This design comes from an exercise in tuning for small area, a short achievable clock period and few clock cycles per item on the open sky130 flow, not from production work. Where RTL was checked, it was by simulation tests only, not by an equivalence proof against the original.

==> build 28: inputs <==
// icc2x_mod
module icc2x_mod (
    input  wire        clk,
    input  wire        rst,
    input  wire        req_valid,
    input  wire        req_cmd,       
    input  wire [63:0] req_word,      
    output wire        req_ready,
    output reg         res_valid,
    output reg  [15:0] cmp_a,
    output reg  [15:0] cmp_b,
    output reg  [15:0] cmp_c,
    output reg  [15:0] prd,
    output reg  [9:0]  db,
    output wire [9:0]  ramp_cur,
    output wire [31:0] ang
);
clock: 10.0 ns
lec_check: 0
cap_margin: 20
core_margin: 2
core_utilization: 55
setup_slack_margin: 5
slew_margin: 20
synth_memory_max_bits: 32768
tns_end_percent: 5
run.sh (not shown) runs the stock make flow with config.mk's settings and CLKGATE_MAP_FILE= SYNTH_SCRIPT=/design/flow/synth_recipe.tcl, a recipe that flattens the netlist after the stock synthesis.
==> build 66 (differences from build 28) <==
CORE_UTILIZATION = 65   (was 55)
TNS_END_PERCENT = 0   (was 5)
==> trial 54 (differences from build 28) <==
TNS_END_PERCENT = 0   (was 5)
==> comparison <==
Between build 66 and build 28, the lower non-clock buffer count is in build 66 (gap 234).
Register-to-register slack: build 66 < trial 54 < build 28.
Area after synthesis is the same in build 28 and build 66.
Between build 28 and build 66, the lower routed wire length is in build 66 (gap 2.1%, measured against build 66).
Testbench counts of build 28, summed over its fixed seeds: cycles 13,264, ticks 11,259.
Testbench counts of build 66, summed over its fixed seeds: cycles 13,264, ticks 11,259.
Testbench counts of trial 54, summed over its fixed seeds: cycles 13,264, ticks 11,259.

==> 12-14: inputs <==
icc2x_mod, a different RTL version from the one above (not shown whole).
Design icc2x_mod, start of the top module:
module icc2x_mod (
    input  wire        clk,
    input  wire        rst,
    input  wire        req_valid,
    input  wire        req_cmd,       
    input  wire [63:0] req_word,      
    output wire        req_ready,
    output reg         res_valid,
    output reg  [15:0] cmp_a,
    output reg  [15:0] cmp_b,
    output reg  [15:0] cmp_c,
    output reg  [15:0] prd,
    output reg  [9:0]  db,
    output wire [9:0]  ramp_cur,
    output wire [31:0] ang
);
    localparam [7:0]  RST_FSW_KHZ = 8'd20;
    localparam [22:0] RST_QF      = 23'd214748;     
    localparam [7:0]  RST_RF      = 8'd7;           
    localparam [31:0] K_Y1        = 32'd4294967;    
    localparam [31:0] K_PWM       = 32'd50000;
    localparam [31:0] PH_OFF_B    = 32'h5555_5555;
    localparam [31:0] PH_OFF_C    = 32'hAAAA_AAAB;
    reg        rdy;
    assign req_ready = rdy;
    wire acc   = req_valid & rdy;
    wire acc_t = acc & ~req_cmd;
    wire acc_c = acc & req_cmd;
    wire [7:0]  w_fsw   = req_word[63:56];
    wire [9:0]  w_depth = req_word[55:46];
    wire [11:0] w_dt    = req_word[45:34];
    wire [9:0]  w_fund  = req_word[33:24];
    reg  [7:0]  fsw_fe;
    reg  [9:0]  cur_fe;
    reg         cnt_fe;
    reg  [9:0]  tgt_fe;
    wire [7:0]  in_fsw   = (w_fsw != 8'd0) ? w_fsw : fsw_fe;
    wire [9:0]  in_depth = (w_depth > 10'd1000) ? 10'd1000 : w_depth;
    wire [9:0]  in_tgt   = (w_fund > 10'd500) ? 10'd500 : w_fund;
    wire        fe_ne   = (cur_fe != tgt_fe);
    wire        fe_up   = (cur_fe < tgt_fe);
    wire [9:0]  fe_step = fe_up ? cur_fe + 10'd1 : cur_fe - 10'd1;
    reg         w_v;
    reg  [7:0]  w_fswr;
    reg  [9:0]  w_depthr;
    reg  [9:0]  w_tgtr;
    reg  [11:0] w_dtr;
    reg  [9:0]  w_f;
    reg  [5:0]  t0, t1;
    reg         d_busy;
    reg  [3:0]  d_cnt;
    reg  [7:0]  d_fsw;
    reg  [9:0]  d_depth;
    reg  [9:0]  d_tgt;
    reg  [11:0] d_dt;
    reg  [9:0]  r1;           
    reg  [7:0]  r2;           
  ...
Settings: LEC_CHECK=0, CAP_MARGIN=35, CORE_MARGIN=2, CORE_UTILIZATION=30, SLEW_MARGIN=35, SYNTH_MEMORY_MAX_BITS=32768; clock period 10.0 ns.
==> 10-03 (differences from 12-14) <==
--- a/flow/design.v
+++ b/flow/design.v
@@ -47,12 +47,13 @@
     reg  [11:0] w_dtr;
     reg  [9:0]  w_f;
     reg  [5:0]  t0, t1;
     reg         d_busy;
     reg  [3:0]  d_cnt;
     reg  [7:0]  d_fsw;
+    reg  [9:0]  d_fsw3;       
     reg  [9:0]  d_depth;
     reg  [9:0]  d_tgt;
     reg  [11:0] d_dt;
     reg  [9:0]  r1;           
     reg  [7:0]  r2;           
     reg  [7:0]  r3;           
@@ -61,48 +62,72 @@
     reg  [22:0] qf_q;
     reg  [15:0] prd_q;
     reg  [3:0]  chunk;
     reg  [25:0] g_q;
     reg  [25:0] k1_q;
     reg  [9:0]  db_q;
-    wire d_done = (d_cnt >= 4'd8);
+    wire d_done = (d_cnt >= 4'd7);
+    wire d_last = (d_cnt == 4'd7);
+    reg  [9:0]  g_depth;      
+    reg         g_last;       
     reg  [9:0]  n1;
     reg  [7:0]  n2, n3, n4;
     reg  [3:0]  qy, qt, qq, qp;
     reg  [3:0]  kb, pb;
     reg  [10:0] s1;
-    reg  [8:0]  s2, s3, s4;
     integer     i;
+    function [9:0] r4step;       
+        input [9:0] sv;          
+        input [7:0] dv;
+        input [9:0] dv3;
+        reg   [10:0] t1, t2, t3;
+        begin
+            t1 = {1'b0, sv} - {3'b0, dv};
+            t2 = {1'b0, sv} - {2'b0, dv, 1'b0};
+            t3 = {1'b0, sv} - {1'b0, dv3};
+            if (!t3[10])      r4step = {2'd3, t3[7:0]};
+            else if (!t2[10]) r4step = {2'd2, t2[7:0]};
+            else if (!t1[10]) r4step = {2'd1, t1[7:0]};
+            else              r4step = {2'd0, sv[7:0]};
+        end
+    endfunction
+    reg  [9:0]  st;
     always @(*) begin
         case (d_cnt[2:0])
             3'd0: begin kb = K_Y1[31:28]; pb = K_PWM[31:28]; end
             3'd1: begin kb = K_Y1[27:24]; pb = K_PWM[27:24]; end
             3'd2: begin kb = K_Y1[23:20]; pb = K_PWM[23:20]; end
             3'd3: begin kb = K_Y1[19:16]; pb = K_PWM[19:16]; end
             3'd4: begin kb = K_Y1[15:12]; pb = K_PWM[15:12]; end
             3'd5: begin kb = K_Y1[11:8];  pb = K_PWM[11:8];  end
             3'd6: begin kb = K_Y1[7:4];   pb = K_PWM[7:4];   end
             default: begin kb = K_Y1[3:0]; pb = K_PWM[3:0]; end
         endcase
-        n1 = r1; n2 = r2; n3 = r3; n4 = r4;
+        n1 = r1;
         for (i = 3; i >= 0; i = i - 1) begin
             s1 = {n1, 1'b0};
             qy[i] = (s1 >= 11'd1000);
             n1 = qy[i] ? (s1 - 11'd1000) : s1[9:0];
-            s2 = {n2, qy[i]};
-            qt[i] = (s2 >= {1'b0, d_fsw});
-            n2 = qt[i] ? (s2 - {1'b0, d_fsw}) : s2[7:0];
-            s3 = {n3, kb[i]};
-            qq[i] = (s3 >= {1'b0, d_fsw});
-            n3 = qq[i] ? (s3 - {1'b0, d_fsw}) : s3[7:0];
-            s4 = {n4, pb[i]};
-            qp[i] = (s4 >= {1'b0, d_fsw});
-            n4 = qp[i] ? (s4 - {1'b0, d_fsw}) : s4[7:0];
         end
+        st = r4step({r2, qy[3:2]}, d_fsw, d_fsw3);
+        qt[3:2] = st[9:8];
+        st = r4step({st[7:0], qy[1:0]}, d_fsw, d_fsw3);
+        qt[1:0] = st[9:8];
+        n2 = st[7:0];
+        st = r4step({r3, kb[3:2]}, d_fsw, d_fsw3);
+        qq[3:2] = st[9:8];
+        st = r4step({st[7:0], kb[1:0]}, d_fsw, d_fsw3);
+        qq[1:0] = st[9:8];
+        n3 = st[7:0];
+        st = r4step({r4, pb[3:2]}, d_fsw, d_fsw3);
+        qp[3:2] = st[9:8];
+        st = r4step({st[7:0], pb[1:0]}, d_fsw, d_fsw3);
+        qp[1:0] = st[9:8];
+        n4 = st[7:0];
     end
-    wire [13:0] chunk_depth = chunk * d_depth;
+    wire [13:0] chunk_depth = chunk * g_depth;
     wire [13:0] chunk_k1    = chunk * 10'd1000;
     reg  [9:0]  cur;
     reg         cnt;
     reg  [9:0]  tgt;
     reg  [6:0]  mf;           
     reg  [31:0] ts;
@@ -110,13 +135,13 @@
     reg  [22:0] qf;
     reg  [7:0]  rf;
     reg  [7:0]  fsw_b;
     reg  [31:0] ang_r;
     reg  [25:0] g_cur;
     reg  [25:0] k1_cur;
-    reg         ap1, ap2, ap3;
+    reg         ap1, ap2, ap3, ap4, ap5;
     wire be_tick  = (t0 != 6'd0);
     wire be_apply = (t0 == 6'd0) & d_busy & d_done;
     wire        ne   = (cur != tgt);
     wire        up   = (cur < tgt);
     wire        step = ne & cnt;
     wire [9:0]  cur_n = step ? (up ? cur + 10'd1 : cur - 10'd1) : cur;
@@ -127,17 +152,19 @@
     wire [8:0]  su      = {1'b0, rr} + {1'b0, rf} + {8'd0, dl_up};
     wire        su_ge   = (su >= {1'b0, fsw_b});
     wire [7:0]  rr_up   = su_ge ? su - {1'b0, fsw_b} : su[7:0];
     wire [9:0]  sd      = {2'b0, rr} - {2'b0, rf} - {9'd0, dl_dn};
     wire        sd_neg  = sd[9];
     wire [7:0]  rr_dn   = sd_neg ? sd[7:0] + fsw_b : sd[7:0];
-    wire [31:0] dts_up  = {9'd0, qf} + {31'd0, su_ge};
-    wire [31:0] dts_dn  = ~({9'd0, qf} + {31'd0, sd_neg}) + 32'd1;
-    wire [31:0] dts     = step ? (up ? dts_up : dts_dn) : 32'd0;
-    wire [31:0] ts_n    = ts + dts;
-    wire [31:0] ang_n   = ang_r + ts_n;
+    wire        ci      = step & (up ? su_ge : ~sd_neg);
+    reg         p1_v, p1_st, p1_up, p1_ci, p1_f0;
+    reg         p2_v, p2_f0;
+    reg  [9:0]  p2_f, fa;
+    wire [31:0] op      = p1_st ? (p1_up ? {9'd0, qf} : ~{9'd0, qf}) : 32'd0;
+    wire [31:0] ts_n    = ts + op + {31'd0, p1_ci};
+    wire [31:0] ang_n   = ang_r + ts;
     reg         va, vb, vc;
     reg         f0a;
     reg  [31:0] ang1, ang2, ang3;
     reg  [9:0]  f1, f2, f3;
     assign ang      = ang3;
     assign ramp_cur = f3;
@@ -219,17 +246,19 @@
             w_tgtr   <= in_tgt;
             w_dtr    <= w_dt;
             w_f      <= cur_fe;
         end
         if (load_w) begin
             d_fsw   <= w_fswr;
+            d_fsw3  <= {2'b0, w_fswr} + {1'b0, w_fswr, 1'b0};
             d_depth <= w_depthr;
             d_tgt   <= w_tgtr;
             d_dt    <= w_dtr;
         end else if (load_in) begin
             d_fsw   <= in_fsw;
+            d_fsw3  <= {2'b0, in_fsw} + {1'b0, in_fsw, 1'b0};
             d_depth <= in_depth;
             d_tgt   <= in_tgt;
             d_dt    <= w_dt;
         end
         if (load_w | load_in) begin
             r1 <= load_w ? w_f : cur_fe;
@@ -238,25 +267,30 @@
             r4 <= 8'd0;
         end else if (d_cnt < 4'd8) begin
             r1   <= n1;
             r2   <= n2;
             r3   <= n3;
             r4   <= n4;
+        end
+        if (d_cnt < 4'd8) begin
             ts_q <= {ts_q[27:0], qt};
             qf_q <= {qf_q[18:0], qq};
             if (d_cnt >= 4'd4) begin
                 prd_q <= {prd_q[11:0], qp};
                 chunk <= qp;
             end
-            if (d_cnt == 4'd4)
-                db_q <= d_dt / 12'd10;
+            if (d_cnt == 4'd4) begin
+                db_q    <= d_dt / 12'd10;
+                g_depth <= d_depth;
+            end
         end
+        g_last <= d_last;
         if (d_cnt == 4'd5) begin
             g_q  <= {12'd0, chunk_depth};
             k1_q <= {12'd0, chunk_k1};
-        end else if (d_cnt >= 4'd6 && d_cnt <= 4'd8) begin
+        end else if (d_cnt == 4'd6 || d_cnt == 4'd7 || g_last) begin
             g_q  <= {g_q[21:0], 4'd0} + {12'd0, chunk_depth};
             k1_q <= {k1_q[21:0], 4'd0} + {12'd0, chunk_k1};
         end
     end
     always @(posedge clk) begin
         if (rst) begin
@@ -274,59 +308,77 @@
             k1_cur <= 26'd2500000;
             prd    <= 16'd2500;
             db     <= 10'd0;
             ap1    <= 1'b0;
             ap2    <= 1'b0;
             ap3    <= 1'b0;
+            ap4    <= 1'b0;
+            ap5    <= 1'b0;
+            p1_v   <= 1'b0;
+            p2_v   <= 1'b0;
             va     <= 1'b0;
             vb     <= 1'b0;
             vc     <= 1'b0;
             res_valid <= 1'b0;
         end else begin
             ap1 <= be_apply;
             ap2 <= ap1;
             ap3 <= ap2;
-            if (ap1) begin
+            ap4 <= ap3;
+            ap5 <= ap4;
+            if (ap3) begin
                 g_cur  <= g_q;
                 k1_cur <= k1_q;
             end
-            if (ap3) begin
+            if (ap5) begin
                 prd <= prd_q;
                 db  <= db_q;
             end
             if (be_tick) begin
                 if (ne) cnt <= ~cnt;
                 cur   <= cur_n;
                 if (step) mf <= up ? mf_up[6:0] : mf_dn[6:0];
                 if (step) rr <= up ? rr_up : rr_dn;
-                ts    <= ts_n;
-                ang_r <= ang_n;
             end else if (be_apply) begin
                 tgt   <= d_tgt;
                 fsw_b <= d_fsw;
-                qf    <= qf_q;
-                rf    <= r3;
-                ts    <= ts_q;
-                rr    <= r2;
+                qf    <= d_last ? {qf_q[18:0], qq} : qf_q;
+                rf    <= d_last ? n3 : r3;
+                rr    <= d_last ? n2 : r2;
             end
-            va <= be_tick;
+            p1_v <= be_tick;
+            if (p1_v)
+                ts <= ts_n;
+            else if (ap1)
+                ts <= ts_q;
+            p2_v <= p1_v;
+            if (p2_v)
+                ang_r <= ang_n;
+            va <= p2_v;
             vb <= va;
             vc <= vb;
             res_valid <= vc;
         end
     end
     always @(posedge clk) begin
-        f0a  <= (cur_n == 10'd0);
+        p1_st <= step;
+        p1_up <= up;
+        p1_ci <= ci;
+        p1_f0 <= (cur_n == 10'd0);
+        p2_f0 <= p1_f0;
+        p2_f  <= cur;
+        f0a   <= p2_f0;
+        fa    <= p2_f;
         s_sa <= sg_a & ~f0a;
         s_sb <= sg_b & ~f0a;
         s_sc <= sg_c & ~f0a;
         s_ma <= f0a ? 15'd0 : mg_a;
         s_mb <= f0a ? 15'd0 : mg_b;
         s_mc <= f0a ? 15'd0 : mg_c;
         ang1 <= ang_r;
-        f1   <= cur;
+        f1   <= fa;
         y_a  <= x_a;
         y_b  <= x_b;
         y_c  <= x_c;
         ang2 <= ang1;
         f2   <= f1;
         cmp_a <= q_a;
- CORE_UTILIZATION: 30 -> 40
- SETUP_SLACK_MARGIN: default -> 5
==> run summary <==
metric                                                                   10-03                   12-14
Maximum achievable frequency                                         141.5 MHz               104.9 MHz
Area of the multi-input gates                                      75350 sq um             68770 sq um
Smallest setup slack after layout                                      2931 ps                464.9 ps
Initial cell density of the core                                        40.33%                  30.19%
Sequential cell count of the final layout                                  860                     811
Distinct cell type count of the synthesized netlist                        109                     101
Post_cts resized                                                           858                       2
Fraction of synthesized cell area in xor and xnor cells                 10.75%                  11.19%
Clock sink count                                                           860                     811
Global Route Usage Sum                                                  28.11%                  19.21%
Core ar.                                                          238300 sq um            309400 sq um
Run status                                    no timing/DRC/antenna violations  no timing/DRC/antenna violations
CP Launch Point                                                r1[3]$_DFFE_PP_      mf[0]$_SDFFE_PP0P_
Reg-to-Reg End                                              rr[2]$_SDFFE_PP0P_  ang_r[24]$_SDFFE_PP0N_
Cell count after placement                                               14050                   15010
Inverters                                                                 1221                    1192
Hold Path End                                                    fa[0]$_DFF_P_        ang2[23]$_DFF_P_
Detail Route met2 WL                                                 162100 um               137000 um
Count of buffers added by post-CTS timing repair for setup                 475                       0
End point of the critical path                              rr[2]$_SDFFE_PP0P_  ang_r[24]$_SDFFE_PP0N_
Die Area                                                          244200 sq um            315800 sq um
Slack of the worst reg-to-reg path                                     2930 ps                  460 ps
Testbench counts of 10-03, summed over its fixed seeds: cycles 13,272, ticks 11,259.
Only the layout flow was run in 12-14; the RTL was not checked for function there.

[static timing again, ports no longer ideal]
The results above use ideal ports. As a check the final layouts listed here were re-extracted and re-timed, cells and wires unchanged. Step 1 (the two cells are an assumption about what drives the block):
set clk [get_ports {clk}]
set_driving_cell -lib_cell sky130_fd_sc_hd__clkbuf_16 $clk
set_driving_cell -lib_cell sky130_fd_sc_hd__buf_2 [delete_from_list [all_inputs] $clk]
Step 2 adds t to the input delays and takes it off the output delays; t is the mean of the earliest and latest rising clock arrival at the registers after step 1. Input paths then give back, and output paths get back, about the clock's delay inside the block. a / b / c = no drivers / after step 1 / after step 2; a / b = the first two.
run	t, ns	setup slack, ns	worst setup path at the end	worst register clock-pin slew, ns	cell pins on the clock port's net
build 28	0.843	3.722 / 3.722 / 3.722	register to register	0.09 / 0.09	1
build 66	0.819	3.556 / 3.556 / 3.556	register to register	0.08 / 0.08	1
trial 54	0.825	3.627 / 3.627 / 3.627	register to register	0.07 / 0.07	1
12-14	0.929	0.465 / 0.465 / 0.465	register to register	0.09 / 0.09	1
10-03	0.873	2.931 / 2.931 / 2.931	register to register	0.07 / 0.07	1
After both steps setup and hold are still met in every run listed.
